Background: an optimization exercise with open tools, aiming at small area and a short achievable clock period. Do not read the settings as production practice.
Only simulation tests tie the RTL to the original design; equivalence was not proved.
No activity file was given, so power comes from the tool's default toggle rates.

Setup of job 989:
==> flow/design.v <==
module zcpf_nec (
    input  wire       clk,
    input  wire       rst,       
    input  wire       zc_in,     
    input  wire       ir_in,     
    input  wire       dt_tick,   
    input  wire       tb_tick,   
    input  wire [3:0] addr,
    input  wire [7:0] wdata,
    input  wire       rd,
    input  wire       wr,
    output reg  [7:0] rdata,
    output reg        gate_n
);
    localparam [2:0] S_IDLE    = 3'd0;
    localparam [2:0] S_MARK    = 3'd1;
    localparam [2:0] S_SPACE   = 3'd2;
    localparam [2:0] S_HIGHBIT = 3'd3;
    localparam [2:0] S_LOWBIT  = 3'd4;
    localparam [2:0] S_REPEAT  = 3'd5;
    localparam [127:0] LUT_TT = {
        16'h003f, 16'h00c7, 16'h014b, 16'h0399,
        16'h0255, 16'h030f, 16'h0333, 16'h0155 };
    localparam [7:0] KICK_200 = 8'had, KICK_199 = 8'h5b, KICK_1 = 8'h80;
    localparam [15:0] TB_FFFF = 16'h8000;
    function [7:0] step8;
        input [7:0] q;
        begin
            step8 = {q[6:0], q[7] ^ q[5] ^ q[4] ^ q[3] ^ (q[6:0] == 7'd0)};
        end
    endfunction
    function [15:0] step16;
        input [15:0] q;
        begin
            step16 = {q[14:0], q[15] ^ q[14] ^ q[12] ^ q[3] ^ (q[14:0] == 15'd0)};
        end
    endfunction
    function [7:0] lut;
        input [3:0] idx;
        integer b;
        begin
            for (b = 0; b < 8; b = b + 1)
                lut[b] = LUT_TT[16*b + idx];
        end
    endfunction
    reg  [2:0]  ir_state;
    reg  [3:0]  phase;        
    reg  [3:0]  dly_a;        
    reg  [4:0]  dly_b;
    reg         dly_armed;
    reg         gate;
    reg         run;
    reg  [3:0]  level;
    reg         start_req;
    reg  [7:0]  kick_cnt;
    reg  [15:0] tb_cnt;
    reg  [7:0]  hc_cnt;
    reg  [7:0]  ovf_cnt;
    reg         ir_level;
    reg  [15:0] ivc;          
    reg  [31:1] acc;
    reg  [4:0]  bitcnt;
    reg  [31:0] frame;
    reg         frame_vld;    
    reg  [1:0]  ir_idle;
    reg         frame_rdy;
    reg         rpt_pend;
    reg         ovf_f;
    reg         zc_f;
    reg         pulse_on;     
    reg  [3:0]  pulse_cnt;    
    reg         zc_prev;
    reg         ir_prev;
    wire ir_now = ~ir_in;
    wire zc_ev  = zc_in & ~zc_prev;
    wire ir_ev  = ir_now ^ ir_prev;
    wire dt_ev  = dt_tick & dly_armed;
    wire wr_lvl = wr & (addr == 4'h0);
    wire wr_ctl = wr & (addr == 4'h1);
    wire wr_flg = wr & (addr == 4'h4);
    wire       wlvl_z = wdata[7] | (wdata[6:0] == 7'd0);
    wire       wlvl_9 = (wdata[6:0] > 7'd9) | (wdata[3:0] == 4'd9);
    wire [3:0] wlvl   = wdata[7] ? 4'd0 : wlvl_9 ? 4'd9 : wdata[3:0];
    wire kick_nz = (kick_cnt != 8'd0);
    wire kick_1  = (kick_cnt == KICK_1);
    wire dly_bz  = (dly_b == 5'd0);
    wire dly_z   = (dly_a == 4'd10) & dly_bz;
    wire c_zero = wr_lvl & wlvl_z;                           
    wire c_kick = wr_lvl & ~wlvl_z & ~run & start_req;       
    wire c_set  = wr_lvl & ~wlvl_z & ~start_req & ~run       
                | wr_lvl & ~wlvl_z & run & ~kick_nz;
    wire c_keep = ~(c_zero | c_kick | c_set);                
    wire       w_run   = c_zero ? 1'b0 : (c_kick | run);
    wire [3:0] w_level = wr_lvl ? wlvl : level;
    wire       w_ph9   = c_kick | (c_set & wlvl_9 & ~wdata[7]) | (c_keep & phase == 4'd9);
    wire kick_end = zc_ev & c_keep & ~c_zero & kick_1;    
    reg [3:0] w_phase;
    always @* begin
        if (c_zero)        w_phase = 4'd0;
        else if (c_kick)   w_phase = 4'd9;
        else if (c_set)    w_phase = wlvl;
        else               w_phase = phase;
    end
    reg [3:0] n_phase;
    always @* begin
        if (kick_end)      n_phase = w_level;
        else               n_phase = w_phase;
    end
    reg [7:0] n_kick;
    always @* begin
        if (c_zero)                 n_kick = 8'd0;
        else if (c_kick)            n_kick = zc_ev ? KICK_199 : KICK_200;
        else if (zc_ev & kick_nz)   n_kick = step8(kick_cnt);
        else                        n_kick = kick_cnt;
    end
    wire       dly_step = dt_ev & ~dly_z;
    wire [3:0] n_dly_a = zc_ev ? w_phase :
                         (dly_step & dly_bz) ? dly_a + 4'd1 : dly_a;
    wire [4:0] n_dly_b = zc_ev ? (dt_tick ? 5'd4 : 5'd5) :
                         dly_step ? (dly_bz ? 5'd24 : dly_b - 5'd1) : dly_b;
    wire expire  = ~zc_ev & dt_ev & dly_z;
    wire fire    = expire & w_run;
    wire n_armed = zc_ev | (dly_armed & ~expire);
    wire n_gate  = (zc_ev & w_run & w_ph9) | (gate & ~expire);
    wire n_pulse_on = fire | (pulse_on & (pulse_cnt != 4'd0));
    wire [15:0] iv = ivc;
    wire iv_ge787 = (iv >= 16'd787);
    wire iv_lt394 = (iv <  16'd394);
    wire iv_bit   = (iv >= 16'd56) && (iv <= 16'd84);
    wire iv_low   = (iv >= 16'd56) && (iv <= 16'd252);
    wire iv_one   = (iv >= 16'd168);
    wire st_idle = (ir_state == S_IDLE);
    wire st_mark = (ir_state == S_MARK);
    wire st_spc  = (ir_state == S_SPACE);
    wire st_hi   = (ir_state == S_HIGHBIT);
    wire st_lo   = (ir_state == S_LOWBIT);
    wire st_rpt  = (ir_state == S_REPEAT);
    reg [2:0] ed_state;
    always @* begin
        case (ir_state)
            S_IDLE:    ed_state = S_MARK;       
            S_MARK:    ed_state = iv_ge787 ? S_SPACE : S_IDLE;
            S_SPACE:   ed_state = iv_lt394 ? S_REPEAT : S_HIGHBIT;
            S_HIGHBIT: ed_state = iv_bit ? S_LOWBIT : S_IDLE;
            S_LOWBIT:  ed_state = (iv_low & (bitcnt != 5'd31)) ? S_HIGHBIT : S_IDLE;
            default:   ed_state = S_IDLE;
        endcase
    end
    wire go_idle_hold = st_idle & ~ir_now;                  
    wire done_pre = st_lo & iv_low & (bitcnt == 5'd31);     
    wire rpt_pre  = st_rpt & iv_bit;
    wire [4:0] ed_bitcnt = (st_lo & iv_low & (bitcnt != 5'd31)) ? bitcnt + 5'd1 :
                           (st_spc | st_hi & iv_bit) ? bitcnt : 5'd0;
    wire [15:0] sel = 16'd1 << addr;
    wire        sel_fr = frame_vld & addr[3] & ~addr[2];
    wire [7:0] rd_view =
        ({8{sel[0]}} & {4'd0, level}) |
        ({8{sel[1]}} & {7'd0, start_req}) |
        ({8{sel[2]}} & lut(phase)) |
        ({8{sel[3]}} & {3'd0, ir_level, dly_armed, gate, kick_nz, run}) |
        ({8{sel[4]}} & {4'd0, zc_f, ovf_f, rpt_pend, frame_rdy}) |
        ({8{sel[5]}} & hc_cnt) |
        ({8{sel[6]}} & ovf_cnt) |
        ({8{sel[7]}} & {ir_state, bitcnt}) |
        ({8{sel_fr & addr[1:0] == 2'd0}} & frame[7:0]) |
        ({8{sel_fr & addr[1:0] == 2'd1}} & frame[15:8]) |
        ({8{sel_fr & addr[1:0] == 2'd2}} & frame[23:16]) |
        ({8{sel_fr & addr[1:0] == 2'd3}} & frame[31:24]);
    wire tb_wrap = tb_tick & (tb_cnt == TB_FFFF);
    wire [1:0] idle_ir = ir_ev ? 2'd0 : ir_idle;
    always @(posedge clk) begin
        zc_prev <= zc_in;
        ir_prev <= ir_now;
        dly_a   <= n_dly_a;
        dly_b   <= n_dly_b;
        if (fire)
            pulse_cnt <= 4'd15;
        else
            pulse_cnt <= pulse_cnt - 4'd1;
        if (ir_ev)
            ivc <= {15'd0, tb_tick};
        else if (tb_tick)
            ivc <= ivc + 16'd1;
        if (ir_ev & st_lo)
            acc <= {iv_one, acc[31:2]};
        if (ir_ev & done_pre)
            frame <= {iv_one, acc};
    end
    always @(posedge clk) begin
        if (rst) begin
            ir_state  <= S_IDLE;
            phase     <= 4'd0;
            dly_armed <= 1'b0;
            gate      <= 1'b0;
            run       <= 1'b0;
            level     <= 4'd0;
            start_req <= 1'b0;
            kick_cnt  <= 8'd0;
            tb_cnt    <= 16'd0;
            hc_cnt    <= 8'd0;
            ovf_cnt   <= 8'd0;
            ir_level  <= 1'b0;
            bitcnt    <= 5'd0;
            frame_vld <= 1'b0;
            ir_idle   <= 2'd0;
            frame_rdy <= 1'b0;
            rpt_pend  <= 1'b0;
            ovf_f     <= 1'b0;
            zc_f      <= 1'b0;
            pulse_on  <= 1'b0;
            gate_n    <= 1'b1;
            rdata     <= 8'd0;
        end else begin
            phase     <= n_phase;
            dly_armed <= n_armed;
            gate      <= n_gate;
            run       <= w_run;
            level     <= w_level;
            kick_cnt  <= n_kick;
            pulse_on  <= n_pulse_on;
            gate_n    <= ~(n_gate | n_pulse_on);
            if (wr_lvl)
                start_req <= 1'b0;
            else if (wr_ctl)
                start_req <= wdata[0];
            if (zc_ev)
                hc_cnt <= hc_cnt + 8'd1;
            if (ir_ev) begin
                ir_level <= ir_now;
                if (!go_idle_hold) begin
                    ir_state <= ed_state;
                    bitcnt   <= ed_bitcnt;
                end
                if (done_pre)
                    frame_vld <= 1'b1;
            end
            if (tb_tick)
                tb_cnt <= step16(tb_cnt);
            if (tb_wrap) begin
                ovf_cnt <= ovf_cnt + 8'd1;
                ir_idle <= (idle_ir == 2'd2) ? 2'd2 : idle_ir + 2'd1;
            end else begin
                ir_idle <= idle_ir;
            end
            frame_rdy <= (frame_rdy & ~(wr_flg & wdata[0])) | (ir_ev & done_pre);
            rpt_pend  <= ((rpt_pend & ~(wr_flg & wdata[1])) | (ir_ev & rpt_pre))
                         & ~(tb_wrap & (idle_ir != 2'd0));
            ovf_f     <= (ovf_f & ~(wr_flg & wdata[2])) | tb_wrap;
            zc_f      <= (zc_f & ~(wr_flg & wdata[3])) | zc_ev;
            if (rd)
                rdata <= rd_view;
        end
    end
endmodule
export LEC_CHECK = 0
export CAP_MARGIN = 20
export CORE_MARGIN = 2
export CORE_UTILIZATION = 40
export CTS_BUF_LIST = sky130_fd_sc_hd__clkbuf_4 sky130_fd_sc_hd__clkbuf_8
export SETUP_SLACK_MARGIN = 2.4
export SLEW_MARGIN = 20
create_clock -name core_clock -period 4.5 [get_ports {clk}]
standard.sh (not shown) runs the stock make flow with config.mk's settings and CLKGATE_MAP_FILE= SYNTH_SCRIPT=/design/flow/synth_recipe.tcl, a recipe that flattens the netlist after the stock synthesis.
==> flow/flow/run.sh <==
#!/bin/bash
# Own layout flow: the standard flow (standard.sh) with two changes:
# - extra ORFS variables from flow/extra.env (the cell buffer_ports puts on
#   every port);
# - if flow/abc.script exists, Yosys's ABC pass maps the logic with it
#   instead of ORFS's script. Registers are made by Yosys before ABC runs,
#   so they stay the standard synthesis's, by name, count and cell type.
set -euo pipefail
W=$(pwd)
set -a
source flow/extra.env
set +a
if [[ -f flow/abc.script ]]; then
  cp flow/abc.script "$W/my_abc.script"
  {
    head -n 1 synth_recipe.tcl
    cat <<T
proc abc {args} {
  set i [lsearch \$args -script]
  if {\$i >= 0} { lset args [expr {\$i + 1}] $W/my_abc.script }
  yosys abc {*}\$args
}
T
    tail -n +2 synth_recipe.tcl
  } > my_synth.tcl
  sed -e "s#SYNTH_SCRIPT=[^ ]*#SYNTH_SCRIPT=$W/my_synth.tcl#" standard.sh > my_standard.sh
  grep -q "my_synth.tcl" my_standard.sh
  bash my_standard.sh > flow.log 2>&1
else
  bash standard.sh > flow.log 2>&1
fi
==> flow/flow/abc.script <==
&get -n
&st
&dch
&nf
&st
&syn2
&if -g -K 6
&synch2
&nf
&st
&syn2
&if -g -K 6
&synch2
&nf
&st
&syn2
&if -g -K 6
&synch2
&nf
&st
&syn2
&if -g -K 6
&synch2
&nf
&st
&syn2
&if -g -K 6
&synch2
&nf
&put
==> flow/flow/extra.env <==
BUFFER_PORTS_ARGS="-buffer_cell sky130_fd_sc_hd__buf_4"
CTS_ARGS="-sink_clustering_enable -repair_clock_nets -dont_use_dummy_load -sink_buffer_max_cap_derate 0.5 -buf_list {sky130_fd_sc_hd__clkbuf_4 sky130_fd_sc_hd__clkbuf_8}"
REMOVE_ABC_BUFFERS=1
Modified inputs, job 6948 compared to job 989
- SETUP_SLACK_MARGIN: 2.4 -> 2.45
==> flow/flow/run.sh <==
#!/bin/bash
# Own layout flow: the standard flow (standard.sh, standard synthesis
# unchanged) with extra ORFS variables from flow/extra.env, e.g. the cell
# buffer_ports puts on every port.
set -euo pipefail
set -a
source flow/extra.env
set +a
bash standard.sh > flow.log 2>&1
==> flow/flow/extra.env <==
BUFFER_PORTS_ARGS="-buffer_cell sky130_fd_sc_hd__buf_2"
CTS_ARGS="-sink_clustering_enable -repair_clock_nets -dont_use_dummy_load -sink_buffer_max_cap_derate 0.5 -buf_list {sky130_fd_sc_hd__clkbuf_4 sky130_fd_sc_hd__clkbuf_8}"
REMOVE_ABC_BUFFERS=1
removed: flow/flow/abc.script
Results
Job 6948 went all the way through synthesis, placement and routing and the layout is clean on timing, DRC and antenna. The clock transition at the register clock pins on the worst setup and hold paths after CTS of job 989 and that of job 6948 are within noise of each other. Standard cell with the maximum stage delay on the critical path = sky130_fd_sc_hd__or4_4: job 989; standard cell with the maximum stage delay on the critical path = sky130_fd_sc_hd__nand3b_1: job 6948. Routed length per instance, job 6948 vs job 989: down by a little under 10%. Changes observed in job 6948 relative to job 989: depth of the critical timing path with buffers and inverters included rose by 1, setup slack went up 150 ps, hold slack now sits at about the same level, share of power burned in combinational logic shrank by 0.2 points.

static timing again, ports no longer ideal:
The flow's constraints put no driver on any port. The routed layouts listed below were extracted and timed again, unchanged, in two steps.
Step 1: set_driving_cell puts a clkbuf_16 on clk and a buf_2 on each other input, an assumption about the parent block.
Step 2 times the ports against the registers' clock, not the clock port: input delays grow and output delays shrink by t, the midpoint of the rising clock arrivals with the driver on.
a / b / c = no drivers / after step 1 / after step 2; a / b = the first two.
run | t, ns | slack for setup (ns) | worst setup path at the end | clock arrival spread, ns | worst register clock-pin slew, ns
job 989 | 0.637 | 2.281 / 2.281 / 1.672 | input to register | 0.049 / 0.049 | 0.12 / 0.12
job 6948 | 0.609 | 2.435 / 2.451 / 1.842 | input to register | 0.035 / 0.035 | 0.10 / 0.10
After both steps every run listed still meets setup and hold. For job 989, which loses most, drivers alone change the setup slack by 0.000 ns; drivers and shift together by -0.609 ns.
